What follows belongs to an exercise in optimizing a design on an open flow for small area, a short achievable clock period and few clock cycles per item; a production flow would make more cautious choices. Function was checked by simulation only, so behaviour that the tests miss may differ from the original. No activity file was given, so power comes from the tool's default toggle rates.

**design/flow/config.mk**
```make
export PLATFORM = sky130hd
export DESIGN_NAME = filter_core
export DESIGN_NICKNAME = filter_core
export VERILOG_FILES = /design/flow/design.v
export SDC_FILE = /design/flow/constraint.sdc
export NUM_CORES = 4
export LEC_CHECK = 0
export CAP_MARGIN = 20
export CORE_MARGIN = 2
export CORE_UTILIZATION = 40
export SLEW_MARGIN = 20
```
**design/flow/constraint.sdc**
```tcl
create_clock -name core_clock -period 12.0 [get_ports {clk}]
set_input_delay 2.4000 -clock core_clock [delete_from_list [all_inputs] [get_ports {clk}]]
set_output_delay 2.4000 -clock core_clock [all_outputs]
set_load 0.01 [all_outputs]
```
**design/flow/design.v**
```verilog
module filter_core #(
    parameter NMAX = 32
) (
    input  wire        clk,
    input  wire        rst_n,
    input  wire        cmd_valid,
    output wire        cmd_ready,
    input  wire [23:0] cmd_data,
    output wire        rsp_valid,
    input  wire        rsp_ready,
    output wire [31:0] rsp_data,
    output wire        fault_o
);
    localparam MM = 2;               
    localparam MW = 1;               
    localparam NG = 32 / MM;         
    localparam GW = 5 - MW;          
    localparam SK = 3;               
    localparam SN = 4;               
    localparam KST = ((8 + SK - 1) / SK) * SK;   
    localparam [1:0] M_CONFIG = 2'd0, M_RUN = 2'd1, M_FAULT = 2'd2;
    localparam [7:0] OP_RESET = 8'h01, OP_RDREG = 8'h02, OP_RDW  = 8'h03,
                     OP_RDK   = 8'h04, OP_WSET  = 8'h05, OP_SETN = 8'h10,
                     OP_SETLIM= 8'h11, OP_SETDTH= 8'h12, OP_WPUSH= 8'h13,
                     OP_KPUSH = 8'h14, OP_INIT  = 8'h15, OP_LIM  = 8'h21,
                     OP_MED   = 8'h22, OP_AVG   = 8'h23, OP_SAVG = 8'h24,
                     OP_MAVG  = 8'h25, OP_SMAVG = 8'h26, OP_CSAVG= 8'h27,
                     OP_WSAVG = 8'h28, OP_DITH  = 8'h29;
    localparam [3:0] E_NONE  = 4'h0, E_ILL   = 4'h1, E_MODE  = 4'h2,
                     E_LOCKED= 4'h3, E_IDX   = 4'h4, E_CAP   = 4'h5,
                     E_NLEN  = 4'h6, E_WFILL = 4'h7, E_KLEN  = 4'h8,
                     E_KSUM  = 4'h9, E_DTH   = 4'hA, E_NTRIM = 4'hB,
                     E_NOWGT = 4'hC;
    localparam [2:0] S_IDLE = 3'd0, S_EXEC = 3'd1, S_DIVK = 3'd2,
                     S_DIVN = 3'd3, S_RESP = 3'd4, S_RST = 3'd5;
    reg [1:0]  mode;
    reg [12:1] err;
    reg [3:0]  fcode;
    reg [23:0] fcmd;
    reg [7:0]  n_r;
    reg [7:0]  limit_r;
    reg [15:0] dth;
    reg [5:0]  wcnt;
    reg [5:0]  kcnt;
    reg        kok;
    reg        dv;
    reg [23:0] acc;
    reg [15:0] kacc;
    reg [7:0]  minr;
    reg [7:0]  maxr;
    reg [7:0]  q1;
    reg [7:0]  res;
    reg [7:0]  dacc;
    reg [7:0]  dcand;
    reg [15:0] dcnt;
    reg [7:0]  wp [0:31];    
    reg [7:0]  kp [0:31];    
    reg [12:0] tsum;         
    reg [12:0] ksum;         
    reg [2:0]  state;
    reg        idle_q;       
    reg        rspv_q;       
    reg        fault_q;      
    reg        fastq;        
    reg [23:0] cmd_r;
    reg [31:0] rsp_r;
    assign cmd_ready = idle_q;
    assign rsp_valid = rspv_q;
    assign rsp_data  = rsp_r;
    assign fault_o   = fault_q;
    wire xfer = idle_q && cmd_valid;
    wire [31:0] vm  = ~(32'hFFFF_FFFF >> wcnt);
    wire [31:0] vm1 = {vm[30:0], 1'b0};
    wire init_ok  = (n_r >= 8'd2) && (n_r <= 8'd32) && ({2'b0, wcnt} == n_r) &&
                    (dth != 16'd0);
    wire init_okw = init_ok && ({2'b0, kcnt} == n_r) && (ksum != 13'd0);
    wire dsat     = ({1'b0, dcnt} + 17'd1 >= {1'b0, dth});
    wire dth_le1  = (dth <= 16'd1);
    function [7:0] limf(input [7:0] nw, input [7:0] old, input [7:0] lim);
        reg [7:0] d;
        begin
            d = (nw >= old) ? (nw - old) : (old - nw);
            limf = (d > lim) ? old : nw;
        end
    endfunction
    wire [7:0] iop = cmd_data[23:16];
    wire [7:0] ib  = cmd_data[15:8];
    wire [7:0] ia  = cmd_data[7:0];
    wire ib0 = (ib == 8'd0);
    wire ia0 = (ia == 8'd0);
    wire m_cfg = (mode == M_CONFIG);
    wire m_run = (mode == M_RUN);
    reg [23:0] rdreg_val;
    always @(*) begin
        case (ib[4:0])
            5'h00: rdreg_val = 24'd32;
            5'h01: rdreg_val = {22'd0, mode};
            5'h02: rdreg_val = {8'd0, 3'd0, err, 1'b0};
            5'h03: rdreg_val = {20'd0, fcode};
            5'h04: rdreg_val = fcmd;
            5'h05: rdreg_val = {16'd0, n_r};
            5'h06: rdreg_val = {16'd0, limit_r};
            5'h07: rdreg_val = {8'd0, dth};
            5'h08: rdreg_val = {18'd0, wcnt};
            5'h09: rdreg_val = {18'd0, kcnt};
            5'h0A: rdreg_val = {22'd0, dv, kok};
            5'h0B: rdreg_val = acc;
            5'h0C: rdreg_val = {8'd0, kacc};
            5'h0D: rdreg_val = {16'd0, minr};
            5'h0E: rdreg_val = {16'd0, maxr};
            5'h0F: rdreg_val = {16'd0, q1};
            5'h10: rdreg_val = {16'd0, res};
            5'h11: rdreg_val = {16'd0, dacc};
            5'h12: rdreg_val = {16'd0, dcand};
            5'h13: rdreg_val = {8'd0, dcnt};
            default: rdreg_val = 24'd0;
        endcase
    end
    wire f_reset  = (iop == OP_RESET)  && ia0 && ib0;
    wire f_rdreg  = (iop == OP_RDREG)  && ia0 && (ib <= 8'h13);
    wire f_setn   = (iop == OP_SETN)   && ib0 && m_cfg;
    wire f_setlim = (iop == OP_SETLIM) && ib0 && m_cfg;
    wire f_setdth = (iop == OP_SETDTH) && m_cfg;
    wire f_wpush  = (iop == OP_WPUSH)  && ib0 && m_cfg && !wcnt[5];
    wire f_kpush  = (iop == OP_KPUSH)  && ib0 && m_cfg && !kcnt[5];
    wire f_init   = (iop == OP_INIT)   && ib0 && (ia[7:1] == 7'd0) && m_cfg &&
                    (ia[0] ? init_okw : init_ok);
    wire f_lim    = (iop == OP_LIM)    && m_run;
    wire f_dith   = (iop == OP_DITH)   && ib0 && m_run;
    wire fast_ok  = f_reset | f_rdreg | f_setn | f_setlim | f_setdth | f_wpush |
                    f_kpush | f_init | f_lim | f_dith;
    wire [7:0] i_lim  = limf(ia, ib, limit_r);
    wire       i_deq  = (ia == dcand);
    wire [7:0] i_dith = (!dv || (i_deq ? dsat : dth_le1)) ? ia : dacc;
    wire [23:0] fast_data =
          ({24{f_rdreg}}                       & rdreg_val)
        | ({24{f_setn | f_setlim | f_setdth}}  & {8'd0, ib, ia})
        | ({24{f_wpush}}                       & {18'd0, wcnt + 6'd1})
        | ({24{f_kpush}}                       & {18'd0, kcnt + 6'd1})
        | ({24{f_init}}                        & {16'd0, n_r})
        | ({24{f_lim}}                         & {16'd0, i_lim})
        | ({24{f_dith}}                        & {16'd0, i_dith});
    wire [7:0] op = cmd_r[23:16];
    wire [7:0] fb = cmd_r[15:8];
    wire [7:0] fa = cmd_r[7:0];
    reg legal;
    always @(*) begin
        case (op)
            OP_RESET, OP_MED, OP_AVG, OP_MAVG:
                legal = (fb == 8'd0) && (fa == 8'd0);
            OP_SETN, OP_SETLIM, OP_WPUSH, OP_KPUSH, OP_SAVG, OP_SMAVG,
            OP_CSAVG, OP_WSAVG, OP_DITH:
                legal = (fb == 8'd0);
            OP_RDREG, OP_RDW, OP_RDK:
                legal = (fa == 8'd0);
            OP_WSET, OP_LIM, OP_SETDTH:
                legal = 1'b1;
            OP_INIT:
                legal = (fb == 8'd0) && (fa[7:1] == 7'd0);
            default:
                legal = 1'b0;
        endcase
    end
    wire is_read  = (op == OP_RESET) || (op == OP_RDREG) || (op == OP_RDW) || (op == OP_RDK);
    wire cfg_only = (op >= OP_SETN) && (op <= OP_INIT);
    wire run_only = (op >= OP_LIM) && (op <= OP_DITH);
    reg [3:0] dec_fault;
    always @(*) begin
        dec_fault = E_NONE;
        if (!legal)
            dec_fault = E_ILL;
        else if (mode == M_FAULT && !is_read)
            dec_fault = E_LOCKED;
        else if ((mode == M_RUN && cfg_only) || (mode == M_CONFIG && run_only))
            dec_fault = E_MODE;
        else begin
            case (op)
                OP_RDREG: if (fb > 8'h13) dec_fault = E_IDX;
                OP_RDW, OP_WSET: if (fb >= {2'b0, wcnt}) dec_fault = E_IDX;
                OP_RDK: if (fb >= {2'b0, kcnt}) dec_fault = E_IDX;
                OP_WPUSH: if (wcnt[5]) dec_fault = E_CAP;
                OP_KPUSH: if (kcnt[5]) dec_fault = E_CAP;
                OP_INIT: begin
                    if (n_r < 8'd2 || n_r > 8'd32)      dec_fault = E_NLEN;
                    else if ({2'b0, wcnt} != n_r)       dec_fault = E_WFILL;
                    else if (dth == 16'd0)              dec_fault = E_DTH;
                    else if (fa[0] && {2'b0, kcnt} != n_r) dec_fault = E_KLEN;
                    else if (fa[0] && ksum == 13'd0)    dec_fault = E_KSUM;
                end
                OP_MAVG, OP_SMAVG: if (n_r < 8'd3) dec_fault = E_NTRIM;
                OP_WSAVG: if (!kok) dec_fault = E_NOWGT;
                default: ;
            endcase
        end
    end
    wire in_exec = (state == S_EXEC);
    wire ok_exec = in_exec && (dec_fault == E_NONE);
    wire use_b = in_exec && (op == OP_WSET || op == OP_RDW);
    wire [4:0] ridx = 5'd0 - wcnt[4:0] + (use_b ? fb[4:0] : 5'd0);
    wire [7:0] wrd = wp[ridx];
    reg  [7:0] w0_r;         
    reg        bg_restart;
    reg [3:0]  rstep;
    reg [31:0] cmin, cmax, cmed;
    reg [4:0]  kk;
    reg [7:0]  min1, max1, medv;
    wire       rdone = rstep[3];
    wire       rfirst = (rstep == 4'd0);
    wire [2:0] bsel = 3'd7 - rstep[2:0];
    reg [31:0] bits;
    integer j;
    always @(*) begin
        for (j = 0; j < 32; j = j + 1)
            bits[j] = wp[j][bsel];
    end
    wire [31:0] cmin_e = rfirst ? vm1 : cmin;
    wire [31:0] cmax_e = rfirst ? vm1 : cmax;
    wire [31:0] cmed_e = rfirst ? vm  : cmed;
    wire [4:0]  wm1    = wcnt[4:0] - 5'd1;
    wire [4:0]  kk_e   = rfirst ? {1'b0, wm1[4:1]} : kk;
    wire        any0   = |(cmin_e & ~bits);
    wire        any1   = |(cmax_e & bits);
    wire [31:0] zmask  = cmed_e & ~bits;
    reg  [5:0]  zc;
    always @(*) begin
        zc = 6'd0;
        for (j = 0; j < 32; j = j + 1)
            zc = zc + {5'd0, zmask[j]};
    end
    wire        mlo    = ({1'b0, kk_e} < zc);
    localparam [1:0] B_START = 2'd0, B_RUN = 2'd1, B_FLUSH = 2'd2, B_DONE = 2'd3;
    reg [1:0]    mst;
    reg [GW-1:0] gi;
    reg [20:0]   pacc;
    reg [15:0]   prodr [0:MM-1];
    wire         mdone = (mst == B_DONE);
    wire [5:0]    gs6    = (6'd32 - {1'b0, wcnt}) >> MW;
    wire [GW-1:0] gstart = gs6[GW-1:0];
    wire          use_k  = in_exec && (op == OP_RDK) && mdone;
    wire [4:0]    kslot  = 5'd0 - kcnt[4:0] + fb[4:0];
    wire [GW-1:0] g_eff  = (mst == B_START) ? gstart :
                           (use_k ? kslot[4:MW] : gi);
    reg [7:0]  pin [0:MM-1];
    reg [7:0]  kin [0:MM-1];
    reg [MM-1:0] pval;
    integer m;
    always @(*) begin
        for (m = 0; m < MM; m = m + 1) begin
            kin[m]  = kp[{g_eff, m[MW-1:0]}];
            if ({g_eff, m[MW-1:0]} == 5'd31) begin
                pin[m]  = 8'd0;
                pval[m] = 1'b0;
            end else begin
                pin[m]  = wp[{g_eff, m[MW-1:0]} + 5'd1];
                pval[m] = vm[{g_eff, m[MW-1:0]}];
            end
        end
    end
    reg [16+MW-1:0] psum;
    always @(*) begin
        psum = 0;
        for (m = 0; m < MM; m = m + 1)
            psum = psum + prodr[m];
    end
    wire [7:0] rdk_val = kin[kslot[MW-1:0]];
    wire is_slide = (op == OP_SAVG) || (op == OP_SMAVG) || (op == OP_CSAVG) ||
                    (op == OP_WSAVG);
    wire is_trim  = (op == OP_MAVG) || (op == OP_SMAVG);
    wire [7:0] wlast = wp[31];
    wire [7:0] c_lim = limf(fa, wlast, limit_r);
    wire [7:0] slide_v = (op == OP_CSAVG) ? c_lim : fa;
    wire [12:0] t_slide = tsum - {5'd0, w0_r} + {5'd0, slide_v};
    wire [12:0] t_new   = is_slide ? t_slide : tsum;
    wire [7:0] tv  = (op == OP_SMAVG) ? fa : w0_r;
    wire [7:0] mn  = (tv < min1) ? tv : min1;
    wire [7:0] mx  = (tv > max1) ? tv : max1;
    wire [7:0] nm2 = n_r - 8'd2;
    wire [13:0] x_avg  = {1'b0, t_new} + {7'd0, n_r[7:1]};
    wire [13:0] x_trim = {1'b0, t_new} - {6'd0, mn} - {6'd0, mx} + {7'd0, nm2[7:1]};
    wire [15:0] prod_l = fa * kp[31];
    wire [20:0] ws     = pacc + {5'd0, prod_l};
    wire [21:0] x_ws   = {1'b0, ws} + {7'd0, kacc[15:1]};
    reg  [13:0] dk_r;        
    reg  [5:0]  dn_r;        
    reg  [5:0]  dn_d;        
    reg  [7:0]  dl;          
    reg  [KST-1:0] dlk;      
    reg  [3:0]  dsteps;      
    reg [13:0] k_r;
    reg [KST-1:0] k_l;
    reg [14:0] k_s;
    integer s;
    always @(*) begin
        k_r = dk_r;
        k_l = dlk;
        for (s = 0; s < SK; s = s + 1) begin
            k_s = {k_r, k_l[KST-1]};
            if (k_s >= {2'b0, kacc[12:0]}) begin
                k_s = k_s - {2'b0, kacc[12:0]};
                k_l = {k_l[KST-2:0], 1'b1};
            end else
                k_l = {k_l[KST-2:0], 1'b0};
            k_r = k_s[13:0];
        end
    end
    reg [5:0] n_rr;
    reg [7:0] n_l;
    reg [6:0] n_s;
    always @(*) begin
        n_rr = dn_r;
        n_l  = dl;
        for (s = 0; s < SN; s = s + 1) begin
            n_s = {n_rr, n_l[7]};
            if (n_s >= {1'b0, dn_d}) begin
                n_s = n_s - {1'b0, dn_d};
                n_l = {n_l[6:0], 1'b1};
            end else
                n_l = {n_l[6:0], 1'b0};
            n_rr = n_s[5:0];
        end
    end
    wire [8:0] x_q = {1'b0, k_l[7:0]} + {2'b0, n_r[7:1]};
    wire wait_r = is_trim || (op == OP_MED);
    wire stall  = ok_exec && ((wait_r && !rdone) ||
                              ((op == OP_WSAVG || op == OP_RDK) && !mdone));
    wire go     = ok_exec && !stall;
    wire do_shift_w = go && (op == OP_WPUSH || is_slide);
    wire do_wset    = go && (op == OP_WSET);
    wire do_kpush   = go && (op == OP_KPUSH);
    wire do_reset   = go && (op == OP_RESET);
    wire [7:0] shift_in = (op == OP_WPUSH) ? fa : slide_v;
    wire [4:0] wset_slot = ridx;
    wire dith_eq = (fa == dcand);
    always @(posedge clk) begin
        if (!rst_n) begin
            state   <= S_RST;
            idle_q  <= 1'b0;
            rspv_q  <= 1'b0;
            fault_q <= 1'b0;
            fastq   <= 1'b0;
            mode    <= M_CONFIG;
            err     <= 12'd0;
            fcode   <= 4'd0;
            fcmd    <= 24'd0;
            n_r     <= 8'd0;
            limit_r <= 8'd10;
            dth     <= 16'd10;
            wcnt    <= 6'd0;
            kcnt    <= 6'd0;
            kok     <= 1'b0;
            dv      <= 1'b0;
            acc     <= 24'd0;
            kacc    <= 16'd0;
            minr    <= 8'd0;
            maxr    <= 8'd0;
            q1      <= 8'd0;
            res     <= 8'd0;
            dacc    <= 8'd0;
            dcand   <= 8'd0;
            dcnt    <= 16'd0;
            tsum    <= 13'd0;
            ksum    <= 13'd0;
            rsp_r   <= 32'd0;
            bg_restart <= 1'b1;
        end else begin
            bg_restart <= do_shift_w || do_wset || do_kpush || do_reset;
            case (state)
            S_IDLE: begin
                cmd_r <= cmd_data;
                if (cmd_valid) begin
                    idle_q <= 1'b0;
                    state  <= S_EXEC;
                    fastq  <= fast_ok;
                    if (fast_ok) begin
                        rspv_q <= 1'b1;
                        rsp_r  <= {8'd0, fast_data};
                        if (f_reset) fault_q <= 1'b0;
                    end
                end
            end
            S_EXEC: begin
                if (dec_fault != E_NONE) begin
                    err[dec_fault] <= 1'b1;
                    if (mode != M_FAULT) begin
                        fcode <= dec_fault;
                        fcmd  <= cmd_r;
                        mode  <= M_FAULT;
                    end
                    fault_q <= 1'b1;
                    rsp_r   <= {4'd0, dec_fault, 24'd0};
                    rspv_q  <= 1'b1;
                    state   <= S_RESP;
                end else if (!stall) begin
                    if (fastq) begin
                        if (rsp_ready) begin
                            rspv_q <= 1'b0;
                            idle_q <= 1'b1;
                            state  <= S_IDLE;
                        end else
                            state  <= S_RESP;
                    end
                    case (op)
                    OP_RESET: begin
                        mode    <= M_CONFIG;
                        err     <= 12'd0;
                        fcode   <= 4'd0;
                        fcmd    <= 24'd0;
                        n_r     <= 8'd0;
                        limit_r <= 8'd10;
                        dth     <= 16'd10;
                        wcnt    <= 6'd0;
                        kcnt    <= 6'd0;
                        kok     <= 1'b0;
                        dv      <= 1'b0;
                        acc     <= 24'd0;
                        kacc    <= 16'd0;
                        minr    <= 8'd0;
                        maxr    <= 8'd0;
                        q1      <= 8'd0;
                        res     <= 8'd0;
                        dacc    <= 8'd0;
                        dcand   <= 8'd0;
                        dcnt    <= 16'd0;
                        tsum    <= 13'd0;
                        ksum    <= 13'd0;
                        fault_q <= 1'b0;
                    end
                    OP_RDW: begin
                        rsp_r  <= {24'd0, wrd};
                        rspv_q <= 1'b1;
                        state  <= S_RESP;
                    end
                    OP_RDK: begin
                        rsp_r  <= {24'd0, rdk_val};
                        rspv_q <= 1'b1;
                        state  <= S_RESP;
                    end
                    OP_WSET: begin
                        tsum   <= tsum - {5'd0, wrd} + {5'd0, fa};
                        rsp_r  <= {24'd0, fa};
                        rspv_q <= 1'b1;
                        state  <= S_RESP;
                    end
                    OP_SETN:   n_r     <= fa;
                    OP_SETLIM: limit_r <= fa;
                    OP_SETDTH: dth     <= {fb, fa};
                    OP_WPUSH: begin
                        wcnt <= wcnt + 6'd1;
                        tsum <= tsum + {5'd0, fa};
                    end
                    OP_KPUSH: begin
                        kcnt <= kcnt + 6'd1;
                        ksum <= ksum + {5'd0, fa};
                    end
                    OP_INIT: begin
                        kacc <= fa[0] ? {3'd0, ksum} : 16'd0;
                        kok  <= fa[0];
                        dv   <= 1'b0;
                        mode <= M_RUN;
                    end
                    OP_LIM:
                        res <= rsp_r[7:0];
                    OP_DITH: begin
                        dv    <= 1'b1;
                        dcand <= fa;
                        dcnt  <= (dv && dith_eq) ? (dsat ? dth : dcnt + 16'd1) : 16'd1;
                        dacc  <= rsp_r[7:0];
                        res   <= rsp_r[7:0];
                    end
                    OP_MED: begin
                        res    <= medv;
                        rsp_r  <= {24'd0, medv};
                        rspv_q <= 1'b1;
                        state  <= S_RESP;
                    end
                    OP_WSAVG: begin
                        tsum   <= t_new;
                        acc    <= {3'd0, ws};
                        dk_r   <= x_ws[21:KST];
                        dlk    <= x_ws[KST-1:0];
                        dsteps <= KST;
                        state  <= S_DIVK;
                    end
                    OP_AVG, OP_SAVG, OP_CSAVG, OP_MAVG, OP_SMAVG: begin
                        tsum <= t_new;
                        acc  <= {11'd0, t_new};
                        dsteps <= 4'd8;
                        state  <= S_DIVN;
                        if (is_trim) begin
                            minr <= mn;
                            maxr <= mx;
                            dn_r <= x_trim[13:8];
                            dl   <= x_trim[7:0];
                            dn_d <= nm2[5:0];
                        end else begin
                            dn_r <= x_avg[13:8];
                            dl   <= x_avg[7:0];
                            dn_d <= n_r[5:0];
                        end
                    end
                    endcase
                end
            end
            S_DIVK: begin
                dk_r   <= k_r;
                dlk    <= k_l;
                dsteps <= dsteps - SK;
                if (dsteps <= SK) begin
                    q1     <= k_l[7:0];
                    dn_r   <= {5'd0, x_q[8]};
                    dl     <= x_q[7:0];
                    dn_d   <= n_r[5:0];
                    dsteps <= 4'd8;
                    state  <= S_DIVN;
                end
            end
            S_DIVN: begin
                dn_r   <= n_rr;
                dl     <= n_l;
                dsteps <= dsteps - SN;
                if (dsteps <= SN) begin
                    res    <= n_l;
                    rsp_r  <= {24'd0, n_l};
                    rspv_q <= 1'b1;
                    state  <= S_RESP;
                end
            end
            S_RESP: begin
                if (rsp_ready) begin
                    rspv_q <= 1'b0;
                    idle_q <= 1'b1;
                    state  <= S_IDLE;
                end
            end
            default: begin       
                idle_q <= 1'b1;
                state  <= S_IDLE;
            end
            endcase
        end
    end
    integer i;
    always @(posedge clk) begin
        if (rst_n) begin
            if (do_shift_w) begin
                for (i = 0; i < 31; i = i + 1)
                    wp[i] <= wp[i+1];
                wp[31] <= shift_in;
            end else if (do_wset)
                wp[wset_slot] <= fa;
            if (do_kpush) begin
                for (i = 0; i < 31; i = i + 1)
                    kp[i] <= kp[i+1];
                kp[31] <= fa;
            end
        end
    end
    always @(posedge clk)
        w0_r <= wrd;
    always @(posedge clk) begin
        if (!rst_n || bg_restart) begin
            rstep <= 4'd0;
            mst   <= B_START;
        end else begin
            if (!rdone) begin
                rstep <= rstep + 4'd1;
                kk    <= mlo ? kk_e : kk_e - zc[4:0];
                cmin  <= any0 ? (cmin_e & ~bits) : cmin_e;
                cmax  <= any1 ? (cmax_e & bits)  : cmax_e;
                cmed  <= mlo ? zmask : (cmed_e & bits);
                min1  <= {min1[6:0], ~any0};
                max1  <= {max1[6:0], any1};
                medv  <= {medv[6:0], ~mlo};
            end
            case (mst)
            B_START: begin
                pacc <= 21'd0;
                gi   <= gstart + 1'b1;
                mst  <= (gstart == NG - 1) ? B_FLUSH : B_RUN;
            end
            B_RUN: begin
                pacc <= pacc + {{(5-MW){1'b0}}, psum};
                gi   <= gi + 1'b1;
                if (gi == NG - 1) mst <= B_FLUSH;
            end
            B_FLUSH: begin
                pacc <= pacc + {{(5-MW){1'b0}}, psum};
                mst  <= B_DONE;
            end
            default: ;
            endcase
        end
    end
    always @(posedge clk) begin
        for (m = 0; m < MM; m = m + 1)
            prodr[m] <= pval[m] ? pin[m] * kin[m] : 16'd0;
    end
endmodule
```
**design/flow/run.sh**
```bash
#!/bin/bash
# synth_recipe.tcl (not shown) runs the flow's synth.tcl, then flattens the netlist and writes it again
# the make line also repeats each setting of config.mk as NAME=value (left out here)
make -C /OpenROAD-flow-scripts/flow DESIGN_CONFIG=/design/flow/config.mk WORK_HOME=/design/flow/orfs CLKGATE_MAP_FILE= SYNTH_SCRIPT=/design/flow/synth_recipe.tcl finish
```
==> qor.csv <==
stage;metric;value;unit
worst_setup_path;required;12.53;ns
final_layout;design_area;0.0813;mm2
yosys;ys_types;109;
final_layout;nets;7894;
final_layout;synthToLayoutAreaGrowth;10.6;%
sta;rsz0062_at_grt;false;
yosys;synthAdderAreaFrac;13.0;%
cts;cts_buffers;119;
place;dp_cells;9575;
power;leakagePower;30.3;nW
place;hpwlAfterDp;212000;um
final_layout;drive_gt1_share;14.1;%
sta;period_share;87.8;%
worst_setup_path;critPathLaunchType;flop;
sta;skew;0.0912;ns
sta;worst_pin_slew;1.28;ns
final_layout;final_util;44.5;%
cts;clock_sinks;1027;
power;power;0.0117;W
routing;vias;62600;
worst_setup_path;cp_slowest_cell;edfxtp_1;
yosys;synth-simple-area-share;13.9;%
yosys;syn_inst;7265;
yosys;syn-cell-area;0.0736;mm2
grt;grt_pass1_vias;59900;
yosys;synth_top_family_by_area;compound AO/OA/AOI/OAI gates;
cts;cts_setup_buffers;0;
sta;hold_viol;0;
place;io_buffers;58;
cts;ctsHoldBuffers;0;
grt;grt_overflow_total;0;
yosys;yosys.area.top_type_share;29.9;%
routing;antenna_left;0;
grt;grt.total_usage;30.0;%
cts;clock_latency;0.80;ns
sta;finalMaxSlewViolations;0;
cts;path_clk_slew;0.07;ns
worst_setup_path;worst_setup_path_end_kind;flop;
grt;grt_pass1_wl;416000;um
routing;drtIter0Drc;8873;
routing;via_per_inst;6.39;
sta;final.setup.tns;0;ns
place;placed_area;0.0773;mm2
cts;cts_tree;done;
yosys;synth-main-ff-cell;edfxtp_1;
yosys;synth_xor_area_share;3.40;%
floorplanning;io_pins;63;
min_path;hold_depth;0;
final_layout;fin_cells;9806;
yosys;syn_area_per_cell;10.1;um2
yosys;synth_area_leader_cell;edfxtp_1;
final_layout;layout_common_cells;edfxtp_1 (733), nand2_1 (560), nor2_1 (525);
min_path;hold_class;reg2reg;
final_layout;layout_commonest_cell;edfxtp_1;
worst_setup_path;crit_fanout;16;
floorplanning;die_h;433;um
sta;timing.fmax;0.0950;GHz
power;peakVddDrop;193;uV
power;powerDensity;144;mW/mm2
floorplanning;start_util;40.2;%
yosys;yosys_warnings;5;
worst_setup_path;critPathKind;reg2reg;
yosys;synth_compound_area_share;15.1;%
yosys;synth_mux_area_share;11.8;%
yosys;synth_edf_count;733;
final_layout;num-fill-cells;17300;
grt;antenna_found_initial;14;
worst_setup_path;slowest_delay;0.94;ns
run_status;status;timing/DRC/antenna clean;
yosys;ys_ff_latch;1027;
cts;clk_path_buf_depth;3;
floorplanning;rows;157;
routing;wirelength;287000;um
worst_setup_path;rr_worst_depth;43;
yosys;seq_area_frac_synth;37.9;%
routing;drt_pass1_iterations;10;
cts;cts-root-buf;clkbuf_16;
yosys;async_reset_ff_share;0;%
sta;min_period;10.53;ns
cts;cts_resized;0;
floorplanning;core_area;0.183;mm2
routing;route.detailed.drc;0;
grt;grt_max_degree;76;
sta;setup_viol;0;
worst_setup_path;arrival;11.06;ns
job;drv_cap;0;
sta;timing.slew.headroom;13.6;%
cts;h-tree-depth;3;
floorplanning;die_width;433;um
yosys;ys_top_cells_by_area;edfxtp_1 (30%), dfxtp_1 (8.0%), ha_1 (7.1%), mux4_2 (6.1%), fa_1 (5.8%);
routing;wl_per_cell;29.3;um
floorplanning;dieArea;0.187;mm2
place;gp_congestion;1.04;
[cells in the mapped netlist, types with 16 or more instances]
cell type	n
xnor2_1	185
edfxtp_1	733
fa_1	213
nor2_1	534
o31ai_1	26
buf_2	44
nor3b_1	16
or2_2	75
inv_1	519
a21oi_1	442
nor4_1	42
and2_1	93
mux2i_1	128
ha_1	420
a32oi_1	17
a21o_1	85
nor3_1	150
a22o_1	25
a31oi_1	61
o21bai_1	27
mux4_2	199
a221o_1	22
o211ai_1	40
dfxtp_1	294
nor2b_1	53
nand3_1	222
clkbuf_1	315
a211oi_1	42
a222oi_1	21
and3_1	60
or3_1	33
a22oi_1	133
o22ai_1	53
nand4_1	96
mux2_2	257
o21ai_0	418
nand2b_1	49
buf_1	37
a21boi_0	18
nand2_1	562
a221oi_1	43
o21a_1	48
xor2_1	99
[state kept, by name, summed over array words and instances (netlist names), 14 cells and up]
name   count
kp       256
wp       256
cmax      32
cmed      32
cmin      32
prodr     32
rsp_r     28
cmd_r     24
fcmd      24
acc       21
pacc      21
dcnt      16
dth       16
dk_r      14
[final cells by class]
cell class              count  area (um2)  area share [%]
well taps                2464        3080            3.79
clock inverters            66         693           0.852
diodes                      7        17.5          0.0215
inverters                 524        1980            2.43
clock buffers             157        3290            4.04
repair buffers            254        2060            2.53
multi-input cells        5307       42300            52.0
flip-flops and latches   1027       27900            34.3
[final timing paths]
check / from / end / slack (ns)
max reg2reg: cmd_r[1] / dn_r[4] / 1.47
min: kp[29][1] / kp[28][1] / 0.38
max: cmd_r[1] / dn_r[4] / 1.47
min reg2reg: kp[29][1] / kp[28][1] / 0.38
[power by group]
part	internal, W	total, W	switching [W]
combinational	0.00167	0.00403	0.00237
sequential	0.00384	0.00390	0.0000557
clock	0.00216	0.00378	0.00162
[kinds of logic (layout without fill, tap and decap cells)]
kind of cell,count (synthesis),after routing
compound gates,1708,1708
xor+xnor,285,285
fa+ha+maj,637,637
buf+inv,934,1001
flops,1027,1027
mux,584,584
other cells,1,11
simple gates,2089,2089
[through the flow]
stage          hold WS [ns]  setup slack, ns
6_report              0.382             1.47
5_1_grt               0.408            0.862
2_1_floorplan         0.406             2.60
3_5_place_dp          0.433             1.82
3_3_place_gp          0.423             1.85
4_1_cts               0.391             1.75
[metal layers]
metal / GRT usage [%] / vias up / routed length, um
met2: 44.5 / 4067 / 123000
met4: 18.4 / 12 / 20800
met5: 0 / - / 87
li1: - / 26800 / -
met1: 39.9 / 30900 / 112000
met3: 6.56 / 926 / 31600
[critical path: cells and delay by family, from the launching register on]
kind,cells,cell delay (ns)
and+or+nand+nor,8,1.06
DFF,1,0.94
xor gates and xnor gates,2,0.25
muxes,2,0.42
AOI/OAI and AO/OA,18,3.48
adders and majority gates,7,2.81
buffers and inverters,6,1.31
Testbench counts, summed over its fixed seeds: cycles 26,018, commands 5,286.

-- separate check: timing with driven ports --
Ports are ideal in the flow. The routed layout listed here was re-timed in OpenROAD.
Step 1 sets driving cells, clkbuf_16 on the clock port and buf_2 on the other inputs (assumed; they add their load-dependent delay and slew).
Step 2 moves the port delays by t, midway between the first and last clock arrival at a register: inputs arrive t later, outputs are due t later. That takes back most of the time a late clock gives input paths.
Slacks: no drivers / after step 1 / after step 2; pairs: no drivers / after step 1.
t, ns: 0.846
setup WS [ns]: 1.468 / 1.468 / 1.468
worst setup path after step 2: register to register
clock arrival spread, ns: 0.092 / 0.091
worst slew at a driven data input, ns: 0.18
After both steps this run still meets setup and hold. The setup slack of this run moves by 0.000 ns with the drivers and by 0.000 ns with both steps.
